This design comes from an exercise in tuning for small area, a short achievable clock period and few clock cycles per item on the open sky130 flow, not from production work. In this exercise RTL edits were held to simulation tests only and were not proved equivalent to the original.

==> flow/design.v, too long to show whole: its modules and the start of the top module <==
// module edhe_pixel: 151 lines
// module edhe_fadd32: 77 lines
// module edhe_fa: 4 lines
// module edhe_ha: 4 lines
// module edhe_add: 17 lines
// module edhe_ge: 18 lines
// module edhe_gteq: 20 lines
// module edhe_inc: 11 lines
// module edhe_andpre: 17 lines
// module edhe_fix8: 20 lines
// module edhe_lerp16: 326 lines
// module edhe_lerp24: 566 lines
// module edhe_nmul: 926 lines
// module edhe_quant: 23 lines
module edhe_pixel (
    input  wire        clk,
    input  wire        rst,
    input  wire        in_valid,
    output wire        in_ready,
    input  wire        in_first,    
    input  wire        in_w16,      
    input  wire        in_noise,    
    input  wire [15:0] in_tl,       
    input  wire [15:0] in_tr,       
    input  wire [15:0] in_bl,       
    input  wire [15:0] in_br,       
    input  wire [7:0]  in_wx,
    input  wire [7:0]  in_wy,
    input  wire [31:0] in_err,      
    input  wire [12:0] in_u,        
    output reg         out_valid,
    input  wire        out_ready,
    output reg  [15:0] out_q,       
    output reg  [31:0] out_a        
);
  // ...
==> flow/run.sh <==
#!/bin/bash
# synth_recipe.tcl (not shown) runs the flow's synth.tcl, then flattens the netlist and writes it again
# the make line also repeats each setting of config.mk as NAME=value (left out here)
make -C /OpenROAD-flow-scripts/flow DESIGN_CONFIG=/design/flow/config.mk WORK_HOME=/design/flow/orfs CLKGATE_MAP_FILE= SYNTH_SCRIPT=/design/flow/synth_recipe.tcl finish
==> flow/config.mk <==
export PLATFORM = sky130hd
export DESIGN_NAME = edhe_pixel
export DESIGN_NICKNAME = edhe_pixel
export VERILOG_FILES = /design/flow/design.v
export SDC_FILE = /design/flow/constraint.sdc
export NUM_CORES = 4
export LEC_CHECK = 0
export CAP_MARGIN = 20
export CORE_MARGIN = 2
export CORE_UTILIZATION = 40
export SLEW_MARGIN = 20
==> flow/constraint.sdc <==
create_clock -name core_clock -period 190.0 [get_ports {clk}]
set_input_delay 38.0000 -clock core_clock [delete_from_list [all_inputs] [get_ports {clk}]]
set_output_delay 38.0000 -clock core_clock [all_outputs]
set_load 0.01 [all_outputs]
==> reports/summary.txt, run 1 <==
gp weighted congestion: 0.946
Signal buffers: 282
area occupied by registers: 11400 µm²
critical path launch point: go
R2R Path Start: r3_mag[14]
Min-Delay Startpoint: r1_u[4]
Rows: 140
Die Y: 387 µm
antenna violations before repair: 0
Slew Limit Fails: 0
Post-synth top cells: 851 x fa_1, 729 x inv_1, 560 x nand2_1, 522 x nor2_1, 384 x mux2i_1
post-synthesis register bit count: 390
synth warn: 1
sequential area share after synthesis: 19.4%
status: finished clean
fraction of registers with async set/reset: 0%
number of CTS-inserted buffers: 50
Largest stage delay, worst path: 620 ps
critical-path cell list: clkdlybuf4s50_1
Setup Crit Path Kind: flip-flop to output pin
GR Layer Usage met2: 38.2%
GRT Total Usage: 23.1%
Crit path max-delay family: buffers and inverters
post-cts resize count: 0
Detail Route Antenna Nets: 0
Die X: 387 µm
aggregate routed wire length: 175 mm
RR Endpoint: out_q[12]
Testbench counts, summed over its fixed seeds: cycles 24,032, items 24,000.
==> module edhe_pixel, before the edit <==
module edhe_pixel (
    input  wire        clk,
    input  wire        rst,
    input  wire        in_valid,
    output wire        in_ready,
    input  wire        in_first,    
    input  wire        in_w16,      
    input  wire        in_noise,    
    input  wire [15:0] in_tl,       
    input  wire [15:0] in_tr,       
    input  wire [15:0] in_bl,       
    input  wire [15:0] in_br,       
    input  wire [7:0]  in_wx,
    input  wire [7:0]  in_wy,
    input  wire [31:0] in_err,      
    input  wire [12:0] in_u,        
    output reg         out_valid,
    input  wire        out_ready,
    output reg  [15:0] out_q,       
    output reg  [31:0] out_a        
);
    reg  go;             
    reg  skv;            
    wire adv = go;
    assign in_ready = go;
    reg        v1;
    reg        r1_first, r1_w16, r1_noise;
    reg [15:0] r1_tl, r1_tr, r1_bl, r1_br;
    reg [7:0]  r1_wx, r1_wy;
    reg [31:0] r1_err;
    reg [12:0] r1_u;
    always @(posedge clk) begin
        if (adv) begin
            r1_first <= in_first; r1_w16 <= in_w16; r1_noise <= in_noise;
            r1_tl <= in_tl; r1_tr <= in_tr; r1_bl <= in_bl; r1_br <= in_br;
            r1_wx <= in_wx; r1_wy <= in_wy; r1_err <= in_err; r1_u <= in_u;
        end
    end
    wire [23:0] top, bot;
    wire [31:0] v16r;
    edhe_lerp16 u_top (.a(r1_tl), .b(r1_tr), .w(r1_wx), .sum(top));
    edhe_lerp16 u_bot (.a(r1_bl), .b(r1_br), .w(r1_wx), .sum(bot));
    edhe_lerp24 u_v   (.a(top), .b(bot), .w(r1_wy), .sum(v16r));
    wire [23:0] v8raw = v16r[31:8];
    wire        clamp = !r1_w16 && ((|v8raw[23:16]) || ((&v8raw[15:8]) && (|v8raw[7:0])));
    wire [23:0] v8 = clamp ? 24'd65280 : v8raw;
    reg  [23:0] avg;
    wire        active   = r1_noise && (|v8);
    wire [23:0] base     = r1_first ? 24'd0 : avg;
    wire [23:0] avs;
    wire        avc;
    edhe_add #(24) u_avg (.a(base), .b(v8), .ci(1'b0), .s(avs), .co(avc));
    wire [23:0] avg_new  = {avc, avs[23:1]};
    wire [23:0] df;
    wire        dfc;
    edhe_add #(24) u_df (.a(base), .b(~v8), .ci(1'b1), .s(df), .co(dfc));
    wire        dneg = !dfc;                      
    wire [22:0] dh   = {df[23:1]} ^ {23{dneg}};   
    always @(posedge clk) begin
        if (rst) avg <= 24'd0;
        else if (adv && v1) avg <= active ? avg_new : base;
    end
    reg        v2;
    reg        r2_w16, r2_active;
    reg [23:0] r2_v8;
    reg [22:0] r2_dh;
    reg        r2_dneg;
    reg [31:0] r2_err;
    reg [12:0] r2_u;
    always @(posedge clk) begin
        if (adv) begin
            r2_w16 <= r1_w16; r2_active <= active; r2_v8 <= v8; r2_dh <= dh; r2_dneg <= dneg;
            r2_err <= r1_err; r2_u <= r1_u;
        end
    end
    wire [31:0] v8_f, a1;
    edhe_fix8   u_fix_v8 (.n(r2_v8), .sg(1'b0), .y(v8_f));
    edhe_fadd32 u_add_err (.a(v8_f), .b(r2_err), .y(a1));
    wire [14:0] d8s;
    wire        d8sc;
    edhe_add #(15) u_d257 (.a(r2_dh[14:0]), .b({8'd0, r2_dh[14:8]}), .ci(1'b0), .s(d8s), .co(d8sc));
    wire [22:0] dhp = r2_w16 ? r2_dh : {d8s, r2_dh[7:0]};
    wire        un = r2_u[12];
    wire [11:0] ux = r2_u[11:0] ^ {12{un}};       
    wire [35:0] y;
    edhe_nmul u_p (.x(ux), .n(un), .d(dhp), .dn(r2_dneg), .dn8(r2_dneg & !r2_w16), .w16(r2_w16), .sum(y));
    wire [19:0] yh = y[35:16];
    wire [19:0] sH;
    wire        sHc;
    edhe_add #(20) u_s (.a(yh), .b({4'd0, y[15:0]}), .ci(1'b0), .s(sH), .co(sHc));
    wire [15:0] b2s;
    wire        b2c;
    edhe_add #(16) u_b2 (.a(sH[15:0]), .b({12'd0, sH[19:16]}), .ci(1'b1), .s(b2s), .co(b2c));
    wire [19:0] qd;
    wire        qdc;
    edhe_add #(20) u_q (.a(yh), .b({16'd0, sH[19:16]}), .ci(b2c), .s(qd), .co(qdc));
    wire [20:0] mg;
    wire        mgc;
    edhe_add #(21) u_mg (.a({1'b0, ux, 8'd0}), .b(~{1'b0, qd}), .ci(1'b1), .s(mg), .co(mgc));
    wire [20:0] mag;
    wire        magc;
    edhe_add #(21) u_mg2 (.a(mg), .b({12'd0, un, 8'd0}), .ci(1'b0), .s(mag), .co(magc));
    reg        v3;
    reg        r3_w16, r3_active, r3_un;
    reg [31:0] r3_a1;
    reg [20:0] r3_mag;
    always @(posedge clk) begin
        if (adv) begin
            r3_w16 <= r2_w16; r3_active <= r2_active; r3_un <= un;
            r3_a1 <= a1; r3_mag <= mag;
        end
    end
    wire [31:0] n8_f, a2;
    edhe_fix8   u_fix_n8 (.n({3'd0, r3_mag}), .sg(r3_un), .y(n8_f));
    edhe_fadd32 u_add_noise (.a(r3_a1), .b(n8_f), .y(a2));
    wire [31:0] a = r3_active ? a2 : r3_a1;
    reg [31:0] sk_a;
    reg        sk_w16;
    always @(posedge clk) begin
        if (go) begin
            sk_a   <= a;
            sk_w16 <= r3_w16;
        end
    end
    wire        take = out_valid && out_ready;
    wire        ins  = go && v3;                  
    wire [31:0] na   = skv ? sk_a : a;
    wire        nw16 = skv ? sk_w16 : r3_w16;
    wire [15:0] q;
    edhe_quant  u_quant (.a(na), .w16(nw16), .q(q));
    always @(posedge clk) begin
        if (!out_valid || out_ready) begin
            out_q <= q;
            out_a <= na;
        end
    end
    wire out_v_n = skv ? 1'b1 : (out_valid && !out_ready) || ins;
    wire skv_n   = skv ? (out_valid && !out_ready) : (out_valid && !out_ready && ins);
    always @(posedge clk) begin
        if (rst) begin
            v1 <= 1'b0; v2 <= 1'b0; v3 <= 1'b0; out_valid <= 1'b0; skv <= 1'b0; go <= 1'b1;
        end else begin
            if (go) begin
                v1 <= in_valid; v2 <= v1; v3 <= v2;
            end
            out_valid <= out_v_n;
            skv       <= skv_n;
            go        <= !skv_n;
        end
    end
endmodule
==> module edhe_fadd32, before the edit <==
module edhe_fadd32 (
    input  wire [31:0] a,
    input  wire [31:0] b,
    output wire [31:0] y
);
    wire [7:0] ea = a[30:23];
    wire [7:0] eb = b[30:23];
    wire a_nan = (&ea) & (|a[22:0]);
    wire b_nan = (&eb) & (|b[22:0]);
    wire a_inf = (&ea) & ~(|a[22:0]);
    wire b_inf = (&eb) & ~(|b[22:0]);
    wire        a_big;
    edhe_ge #(31) u_cmp (.a(a[30:0]), .b(b[30:0]), .ge(a_big));
    wire [31:0] bg  = a_big ? a : b;
    wire [31:0] sml = a_big ? b : a;
    wire        bnz = |bg[30:23];
    wire        snz = |sml[30:23];
    wire [7:0]  xbig   = {bg[30:24], bg[23] | ~bnz};
    wire [7:0]  xsmall = {sml[30:24], sml[23] | ~snz};
    wire [23:0] mbig   = {bnz, bg[22:0]};
    wire [23:0] msmall = {snz, sml[22:0]};
    wire [7:0] d;
    wire       d_co;
    edhe_add #(8) u_d (.a(xbig), .b(~xsmall), .ci(1'b1), .s(d), .co(d_co));
    wire far = |d[7:5];
    wire [26:0] s0 = {msmall, 3'b000};
    wire [26:0] s1 = d[4] ? {16'd0, s0[26:17], |s0[16:0]} : s0;
    wire [26:0] s2 = d[3] ? {8'd0,  s1[26:9],  |s1[8:0]}  : s1;
    wire [26:0] s3 = d[2] ? {4'd0,  s2[26:5],  |s2[4:0]}  : s2;
    wire [26:0] s4 = d[1] ? {2'd0,  s3[26:3],  |s3[2:0]}  : s3;
    wire [26:0] s5 = d[0] ? {1'd0,  s4[26:2],  |s4[1:0]}  : s4;
    wire [26:0] aligned = far ? {26'd0, |msmall} : s5;
    wire        sub = a[31] ^ b[31];
    wire [27:0] r;
    wire        r_co;
    edhe_add #(28) u_sum (.a({1'b0, mbig, 3'b000}), .b({1'b0, aligned} ^ {28{sub}}), .ci(sub),
                          .s(r), .co(r_co));
    wire [4:0] bud   = xbig[4:0] - 5'd1;        
    wire       big   = |xbig[7:5];
    wire [26:0] n0 = r[26:0];
    wire u0  = big | (xbig[4:0] == 5'd0);        
    wire t16 = sub & ~|n0[26:11] & (u0 | bud[4]);
    wire u1  = u0 | (bud[4] & ~t16);
    wire [26:0] n1 = t16 ? {n0[10:0], 16'd0} : n0;
    wire t8  = sub & ~|n1[26:19] & (u1 | bud[3]);
    wire u2  = u1 | (bud[3] & ~t8);
    wire [26:0] n2 = t8 ? {n1[18:0], 8'd0} : n1;
    wire t4  = sub & ~|n2[26:23] & (u2 | bud[2]);
    wire u3  = u2 | (bud[2] & ~t4);
    wire [26:0] n3 = t4 ? {n2[22:0], 4'd0} : n2;
    wire t2  = sub & ~|n3[26:25] & (u3 | bud[1]);
    wire u4  = u3 | (bud[1] & ~t2);
    wire [26:0] n4 = t2 ? {n3[24:0], 2'd0} : n3;
    wire t1  = sub & ~n4[26] & (u4 | bud[0]);
    wire [26:0] n5 = t1 ? {n4[25:0], 1'b0} : n4;
    wire [4:0]  sh = {t16, t8, t4, t2, t1};
    wire        cy = r[27] & ~sub;
    wire [26:0] m  = cy ? {r[27:2], r[1] | r[0]} : n5;
    wire [8:0] e1;
    wire       e1_co;
    edhe_add #(9) u_e (.a({1'b0, xbig}), .b(~{4'd0, sh}), .ci(cy), .s(e1), .co(e1_co));
    wire        rup = m[2] & (m[1] | m[0] | m[3]);
    wire [23:0] mr;
    wire        mr_co;
    edhe_inc #(24) u_rnd (.a(m[26:3]), .ci(rup), .s(mr), .co(mr_co));
    wire [8:0]  ex;
    wire        ex_co;
    edhe_add #(9) u_ex (.a(e1), .b({7'd0, mr_co, mr[23]}), .ci(1'b0), .s(ex), .co(ex_co));
    wire zero_diff = sub & ~|r[26:0];
    wire ovf = ex[8] | (&ex[7:0]);
    assign y = (a_nan | b_nan | (a_inf & b_inf & sub)) ? 32'h7FC00000 :
               a_inf     ? a :
               b_inf     ? b :
               zero_diff ? 32'h00000000 :
               ovf       ? {bg[31], 31'h7F800000} :
                           {bg[31], ex[7:0], mr[22:0]};
endmodule
==> run 2, diff against run 1 <==
--- a/flow/design.v
+++ b/flow/design.v
@@ -22,5 +22,6 @@
     reg  go;             
+    reg  rdy;            
     reg  skv;            
     wire adv = go;
-    assign in_ready = go;
+    assign in_ready = rdy;
     reg        v1;
@@ -141,2 +142,3 @@
             v1 <= 1'b0; v2 <= 1'b0; v3 <= 1'b0; out_valid <= 1'b0; skv <= 1'b0; go <= 1'b1;
+            rdy <= 1'b1;
         end else begin
@@ -148,2 +150,3 @@
             go        <= !skv_n;
+            rdy       <= !(out_valid && !out_ready && (skv || ins));
         end
@@ -158,6 +161,9 @@
     wire [7:0] eb = b[30:23];
-    wire a_nan = (&ea) & (|a[22:0]);
-    wire b_nan = (&eb) & (|b[22:0]);
-    wire a_inf = (&ea) & ~(|a[22:0]);
-    wire b_inf = (&eb) & ~(|b[22:0]);
+    wire a_max = &ea;
+    wire b_max = &eb;
+    wire a_fz  = ~|a[22:0];
+    wire b_fz  = ~|b[22:0];
+    wire sub   = a[31] ^ b[31];
+    wire nan   = (a_max & ~a_fz) | (b_max & ~b_fz) | (a_max & b_max & sub);
+    wire inf   = a_max | b_max;           
     wire        a_big;
@@ -165,3 +171,3 @@
     wire [31:0] bg  = a_big ? a : b;
-    wire [31:0] sml = a_big ? b : a;
+    wire [30:0] sml = a_big ? b[30:0] : a[30:0];
     wire        bnz = |bg[30:23];
@@ -183,3 +189,2 @@
     wire [26:0] aligned = far ? {26'd0, |msmall} : s5;
-    wire        sub = a[31] ^ b[31];
     wire [27:0] r;
@@ -188,26 +193,24 @@
                           .s(r), .co(r_co));
-    wire [4:0] bud   = xbig[4:0] - 5'd1;        
-    wire       big   = |xbig[7:5];
-    wire [26:0] n0 = r[26:0];
-    wire u0  = big | (xbig[4:0] == 5'd0);        
-    wire t16 = sub & ~|n0[26:11] & (u0 | bud[4]);
+    wire [4:0] bud = xbig[4:0];
+    wire       u0  = |xbig[7:5];
+    wire [27:0] n0 = r;
+    wire t16 = ~|n0[27:12] & (u0 | bud[4]);
     wire u1  = u0 | (bud[4] & ~t16);
-    wire [26:0] n1 = t16 ? {n0[10:0], 16'd0} : n0;
-    wire t8  = sub & ~|n1[26:19] & (u1 | bud[3]);
+    wire [27:0] n1 = t16 ? {n0[11:0], 16'd0} : n0;
+    wire t8  = ~|n1[27:20] & (u1 | bud[3]);
     wire u2  = u1 | (bud[3] & ~t8);
-    wire [26:0] n2 = t8 ? {n1[18:0], 8'd0} : n1;
-    wire t4  = sub & ~|n2[26:23] & (u2 | bud[2]);
+    wire [27:0] n2 = t8 ? {n1[19:0], 8'd0} : n1;
+    wire t4  = ~|n2[27:24] & (u2 | bud[2]);
     wire u3  = u2 | (bud[2] & ~t4);
-    wire [26:0] n3 = t4 ? {n2[22:0], 4'd0} : n2;
-    wire t2  = sub & ~|n3[26:25] & (u3 | bud[1]);
+    wire [27:0] n3 = t4 ? {n2[23:0], 4'd0} : n2;
+    wire t2  = ~|n3[27:26] & (u3 | bud[1]);
     wire u4  = u3 | (bud[1] & ~t2);
-    wire [26:0] n4 = t2 ? {n3[24:0], 2'd0} : n3;
-    wire t1  = sub & ~n4[26] & (u4 | bud[0]);
-    wire [26:0] n5 = t1 ? {n4[25:0], 1'b0} : n4;
+    wire [27:0] n4 = t2 ? {n3[25:0], 2'd0} : n3;
+    wire t1  = ~n4[27] & (u4 | bud[0]);
+    wire [27:0] n5 = t1 ? {n4[26:0], 1'b0} : n4;
     wire [4:0]  sh = {t16, t8, t4, t2, t1};
-    wire        cy = r[27] & ~sub;
-    wire [26:0] m  = cy ? {r[27:2], r[1] | r[0]} : n5;
+    wire [26:0] m  = {n5[27:2], n5[1] | n5[0]};
     wire [8:0] e1;
     wire       e1_co;
-    edhe_add #(9) u_e (.a({1'b0, xbig}), .b(~{4'd0, sh}), .ci(cy), .s(e1), .co(e1_co));
+    edhe_add #(9) u_e (.a({1'b0, xbig}), .b(~{4'd0, sh}), .ci(1'b1), .s(e1), .co(e1_co));
     wire        rup = m[2] & (m[1] | m[0] | m[3]);
@@ -219,9 +222,7 @@
     edhe_add #(9) u_ex (.a(e1), .b({7'd0, mr_co, mr[23]}), .ci(1'b0), .s(ex), .co(ex_co));
-    wire zero_diff = sub & ~|r[26:0];
-    wire ovf = ex[8] | (&ex[7:0]);
-    assign y = (a_nan | b_nan | (a_inf & b_inf & sub)) ? 32'h7FC00000 :
-               a_inf     ? a :
-               b_inf     ? b :
-               zero_diff ? 32'h00000000 :
+    wire zero_diff = sub & ~|r;
+    wire ovf = ex[8] | (&ex[7:0]) | inf;
+    assign y = nan       ? 32'h7FC00000 :
                ovf       ? {bg[31], 31'h7F800000} :
+               zero_diff ? 32'h00000000 :
                            {bg[31], ex[7:0], mr[22:0]};
==> run 2 against run 1 <==
Effect of this change:
- still clean
- hold slack lost 18 ps
- wire length shrank 2.1%
==> reports/summary.txt, run 2 <==
Syn-to-layout area delta: 9.04%
hold bufs inserted after CTS: 0
gp weighted congestion: 0.941 (-0.43%)
Setup Crit Path Kind: flip-flop to output pin
post-layout net count: 7346
aggregate routed wire length: 171 mm (-2.1%)
clock root cell: clkbuf_16
antenna violations before repair: 1 (+1)
DP Wirelength: 133 mm
Crit path max-delay family: buffers and inverters
WL per Instance: 21.2 µm
setup violators final: 0
EDFF count, synth: 360
Area contributors post-synth: fa_1 29%, edfxtp_1 19%, ha_1 5.9%
Post-synth top cells: 842 x fa_1, 710 x inv_1, 610 x nor2_1, 518 x nand2_1, 360 x edfxtp_1
fillcell total: 13900
DRC viols: 0
# IOs: 182
fraction of registers with async set/reset: 0% (unchanged)
crit path max fanout: 2
ant diodes: 0
most common cell in the synthesized netlist: fa_1
Detail Route Antenna Nets: 0 (unchanged)
slowest CP cell: clkdlybuf4s50_1
Max Clock Skew: 53.4 ps
Setup Buffers After CTS: 0
placed insts: 7964
Die X: 386 µm (-0.31%)
CP Launch Type: flip-flop
sequential area share after synthesis: 19.6% (+0.16 points)
most common flop cell mapped by yosys: edfxtp_1
clk slew on worst S/H paths: 80 ps
clock latency (worst-skew pair): 670 ps
clk buf depth: 3
GRT Total Usage: 22.8% (-0.23 points)
Die Y: 386 µm (-0.31%)
wire length of the first global-routing pass: 268 mm
I/O Buffers: 181
Buf+Inv Stages, Crit Path: 1
element type at the critical path end: output pin
post-cts resize count: 0 (unchanged)
Slew Limit Fails: 0 (unchanged)
clk sinks: 391
Slew headroom: 26.8%
reported max-cap violation count: 0
Required @ worst endpoint: 152000 ps
routed vias: 45500
top cell type's share of synthesized area: 28.9%
Yosys cell types: 121
post-route insts no fill: 8049
critical-path cell list: clkdlybuf4s50_1
Mapped Cells: 6090
Largest stage delay, worst path: 550 ps (-70 ps)
setup_tns: 0 ps
Final Hold Fails: 0
Initial Utilization: 40.2%
Period minus WS final: 39550 ps
Avg Inst Size Synth: 9.58 µm²
Fmax: 0.0253 GHz
commonest non-fill, non-tap cells in the layout: 842 x fa_1, 710 x inv_1, 609 x nor2_1
post-place setup slack: 150540 ps
core area: 145000 µm²
share of cells above drive strength 1: 8.66%
Mapped Area: 58300 µm²
number of CTS-inserted buffers: 46 (-8.0%)
initial DRC count: 3887
area leader, netlist: fa_1
RSZ-0062 raised after global routing: false
status: finished clean
Arrival @ worst endpoint: 1550 ps
largest net degree at the start of global routing: 93
final worst path period share: 20.8%
min-delay worst type: flip-flop to flip-flop
Die Area: 149000 µm²
most common cell after layout, fill and taps aside: fa_1
final worst slack: 150450 ps
grt ovf: 0
synth warn: 1 (unchanged)
drt pass-1 iters: 6
Rows: 140 (unchanged)
worst slew pin tran: 1090 ps
CTS H-Tree Depth: 2
vias in the first global route: 46400
CTS tree: yes
vias per cell: 5.65
post-synthesis register bit count: 391 (+0.26%)
run 2: changes by cell type after synthesis, sizes merged, moves of 24 or more:
cell    previous run  this run
mux2i            385       349
nand3             69       103
o21ai            370       309
xnor2            104        74
clkbuf           257       232
a21oi            187       294
xor2              40        69
nor3             103        79
nand2            561       520
nor2             522       612
run 2: per-layer routing:
metal	wire [µm]	GRT usage, %	vias up
li1	-	-	20800
met1	74900	31.4	22800
met2	80100	37.8	1623
met3	10800	2.63	297
met4	5120	6.69	0
met5	0	0	-
run 2: cell families after synthesis:
kind of cell | Yosys count | share of synthesized area [%]
adders and majority gates | 1119 | 34.8
other | 1 | 0.00643
muxes | 620 | 11.3
and+or+nand+nor | 1673 | 13.0
AOI/OAI and AO/OA | 1094 | 12.1
buffers and inverters | 1048 | 6.92
DFF | 391 | 19.6
xor gates and xnor gates | 144 | 2.21
run 2: area by class of cell:
type | count | area [µm²] | area share (%)
inverter | 722 | 2710 | 4.27
clock inverter | 33 | 345 | 0.543
timing repair buffer | 282 | 2570 | 4.04
sequential | 391 | 11400 | 18.0
clock buffer | 52 | 1170 | 1.85
multi-input combinational | 4652 | 43000 | 67.6
tap | 1917 | 2400 | 3.77
run 2: path summary, 6_finish.rpt:
path | slack (ps) | startpoint | cells past startpoint | endpoint
worst min-delay path | 400 | r1_err[18] | 0 | r2_err[18]
worst max-delay path | 150450 | out_valid | 1 | out_valid
worst min register to register | 400 | r1_err[18] | 0 | r2_err[18]
worst max register to register | 155580 | r3_mag[20] | 124 | out_q[14]
run 2: metrics by stage:
stage	hold WS (ps)	instance area, µm²	utilization (%)
final	400	63600	43.8
after global routing	411	63600	43.8
after CTS	398	63600	43.8
after detailed placement	405	62100	42.7
after global placement	403	62100	42.7
after floorplan	400	58300	-
Testbench counts of run 2, summed over its fixed seeds: cycles 24,032, items 24,000.
==> run 3, diff against run 2 <==
--- a/flow/config.mk
+++ b/flow/config.mk
@@ -7,2 +7,3 @@
 export LEC_CHECK = 0
+export ABC_AREA = 1
 export CAP_MARGIN = 20
==> run 3 against run 2 <==
Effect of this change:
- setup slack got worse by 9.0 ps
- highest routed layer unchanged
- sequential cell count unchanged
- still clean on timing, DRC and antenna
- clock skew fell by 11 ps
- critical endpoint is now out_a[23]
- wire length fell by 3.7%
==> reports/summary.txt, run 3 <==
Slew Limit Fails: 0 (unchanged)
Setup Buffers After CTS: 0 (unchanged)
routed vias: 47700 (+4.9%)
post-route insts no fill: 9240 (+15%)
clk buf depth: 3 (unchanged)
drt pass-1 iters: 19 (+13)
vias in the first global route: 47600 (+2.5%)
critical-path cell list: clkdlybuf4s50_1
Fmax: 0.0253 GHz (about the same)
worst slew pin tran: 1040 ps (-57.1 ps)
post-layout net count: 8553 (+16%)
area occupied by registers: 11400 µm² (unchanged)
Post-synth top cells: 1773 x nand2_1, 1179 x inv_1, 939 x o21ai_0, 842 x fa_1, 487 x nor2_1
placed insts: 9153 (+15%)
R2R cell count: 148 (+19%)
status: finished clean
commonest non-fill, non-tap cells in the layout: 1772 x nand2_1, 1178 x inv_1, 939 x o21ai_0
Levels on crit path: 1 (unchanged)
Hold Crit Depth: 0 (unchanged)
clk slew on worst S/H paths: 70 ps (about the same)
share of cells above drive strength 1: 5.47% (-3.2 points)
wire length of the first global-routing pass: 263 mm (-1.8%)
sequential area share after synthesis: 19.7% (+0.15 points)
crit path max fanout: 1 (-1)
core area: 144000 µm² (-1.1%)
most common flop cell mapped by yosys: edfxtp_1
top cell type's share of synthesized area: 29.1% (+0.21 points)
area leader, netlist: fa_1
synth warn: 1 (unchanged)
Max Clock Skew: 42.6 ps (-10.7 ps)
CP Launch Type: flip-flop
Post-DP Area: 61300 µm² (-1.3%)
multi-input logic area: 40500 µm² (-5.7%)
reported max-cap violation count: 0 (unchanged)
Avg Inst Size Synth: 7.92 µm² (-17%)
Area contributors post-synth: fa_1 29%, edfxtp_1 19%, nand2_1 11%
Crit path max-delay family: buffers and inverters
Buf+Inv Stages, Crit Path: 1 (unchanged)
number of CTS-inserted buffers: 50 (+8.7%)
CTS tree: yes
most common cell in the synthesized netlist: nand2_1
clk sinks: 391 (unchanged)
post-cts resize count: 0 (unchanged)
Die Area: 148000 µm² (-0.73%)
Slew headroom: 30.3% (+3.5 points)
final worst path period share: 20.8% (about the same)
EDFF count, synth: 360 (unchanged)
Arrival @ worst endpoint: 1560 ps (about the same)
WL per Instance: 17.8 µm (-16%)
gp weighted congestion: 0.946 (+0.48%)
fillcell total: 14500 (+4.0%)
min-delay worst type: flip-flop to flip-flop
DP Wirelength: 133 mm (-0.44%)
Die Y: 384 µm (-0.37%)
Rows: 139 (-0.71%)
clock latency (worst-skew pair): 670 ps (about the same)
Final Hold Fails: 0 (unchanged)
Required @ worst endpoint: 152000 ps (about the same)
element type at the critical path end: output pin
antenna violations before repair: 0 (-1)
Design Area, Final: 62900 µm² (-1.1%)
clock root cell: clkbuf_16
Yosys cell types: 73 (-40%)
vias per cell: 5.16 (-8.6%)
DRC viols: 0 (unchanged)
ant diodes: 0 (unchanged)
largest net degree at the start of global routing: 163 (+75%)
CTS H-Tree Depth: 2 (unchanged)
setup_tns: 0 ps (unchanged)
aggregate routed wire length: 165 mm (-3.7%)
most common cell after layout, fill and taps aside: nand2_1
GRT Total Usage: 22.4% (-0.42 points)
initial DRC count: 3792 (-2.4%)
fraction of registers with async set/reset: 0% (unchanged)
RSZ-0062 raised after global routing: false
Mapped Cells: 7308 (+20%)
Period minus WS final: 39560 ps (+9.00 ps)
Largest stage delay, worst path: 550 ps (about the same)
post-synthesis register bit count: 391 (unchanged)
# IOs: 182 (unchanged)
Syn-to-layout area delta: 8.66%
Initial Utilization: 40.3% (+0.14 points)
grt ovf: 0 (unchanged)
Die X: 384 µm (-0.37%)
hold bufs inserted after CTS: 0 (unchanged)
Mapped Area: 57900 µm² (-0.74%)
setup violators final: 0 (unchanged)
Setup Crit Path Kind: flip-flop to output pin
Detail Route Antenna Nets: 0 (unchanged)
slowest CP cell: clkdlybuf4s50_1
I/O Buffers: 181 (unchanged)
==> run 3: metrics by stage <==
step / hold WS [ps] / util [%] / worst slack, ps
2_1_floorplan: 400 / - / 150600
3_3_place_gp: 401 / 42.6 / 150490
3_5_place_dp: 405 / 42.7 / 150520
4_1_cts: 409 / 43.8 / 150380
5_1_grt: 425 / 43.8 / 150380
6_report: 406 / 43.8 / 150440
==> run 3: layout make-up <==
cell class / count / area share [%]
multi-input cells: 5379 / 64.4
flip-flops and latches: 391 / 18.2
inverters: 1237 / 7.39
well taps: 1903 / 3.78
repair buffers: 243 / 3.64
clock buffers: 57 / 2.03
clock inverters: 30 / 0.579
==> run 3: worst paths after layout <==
check	start	end	slack, ps
min	r1_u[5]	r2_u[5]	410
max	out_a[23]	out_a[23]	150440
max reg2reg	r3_mag[13]	out_q[8]	156760
min reg2reg	r1_u[5]	r2_u[5]	410
==> run 3: metal layers <==
metal | wire length (µm) | part of all wire, % | global-route usage [%]
met5 | 0 | 0 | 0
met4 | 5710 | 3.5 | 7.18
met3 | 9090 | 5.5 | 2.59
met2 | 78800 | 48 | 38.3
met1 | 71000 | 43 | 29.6
==> run 3: logic make-up after synthesis <==
family / after synthesis / share of synthesized area [%]
buffers and inverters: 1539 / 10.3
muxes: 24 / 0.415
DFF: 391 / 19.7
xor gates and xnor gates: 94 / 1.42
other: 1 / 0.00648
AOI/OAI and AO/OA: 1238 / 11.3
adders and majority gates: 1119 / 35.1
and+or+nand+nor: 2902 / 21.7

## port drivers added, routing unchanged
In the flow no input, the clock included, has a driving cell. The finished layouts below were timed again as built, in two steps.
Step 1 sets driving cells, clkbuf_16 on the clock port and buf_2 on the other inputs (assumed; they add their load-dependent delay and slew).
Step 2 also shifts input and output timing later by t, the mid clock arrival at the registers, as if the neighbouring blocks saw the same clock.
a / b / c = ideal / step 1 / step 2; a / b = the first two.
run	t, ns	setup slack, ns	hold WS [ns]	worst data-port slew with drivers (ns)
run 1	0.719	150.205 / 150.130 / 150.601	0.418 / 0.418 / 0.418	0.04
run 2	0.722	150.451 / 150.372 / 150.540	0.400 / 0.400 / 0.400	0.04
run 3	0.736	150.442 / 150.360 / 150.529	0.406 / 0.406 / 0.406	0.05
After both steps every run listed still meets setup and hold.
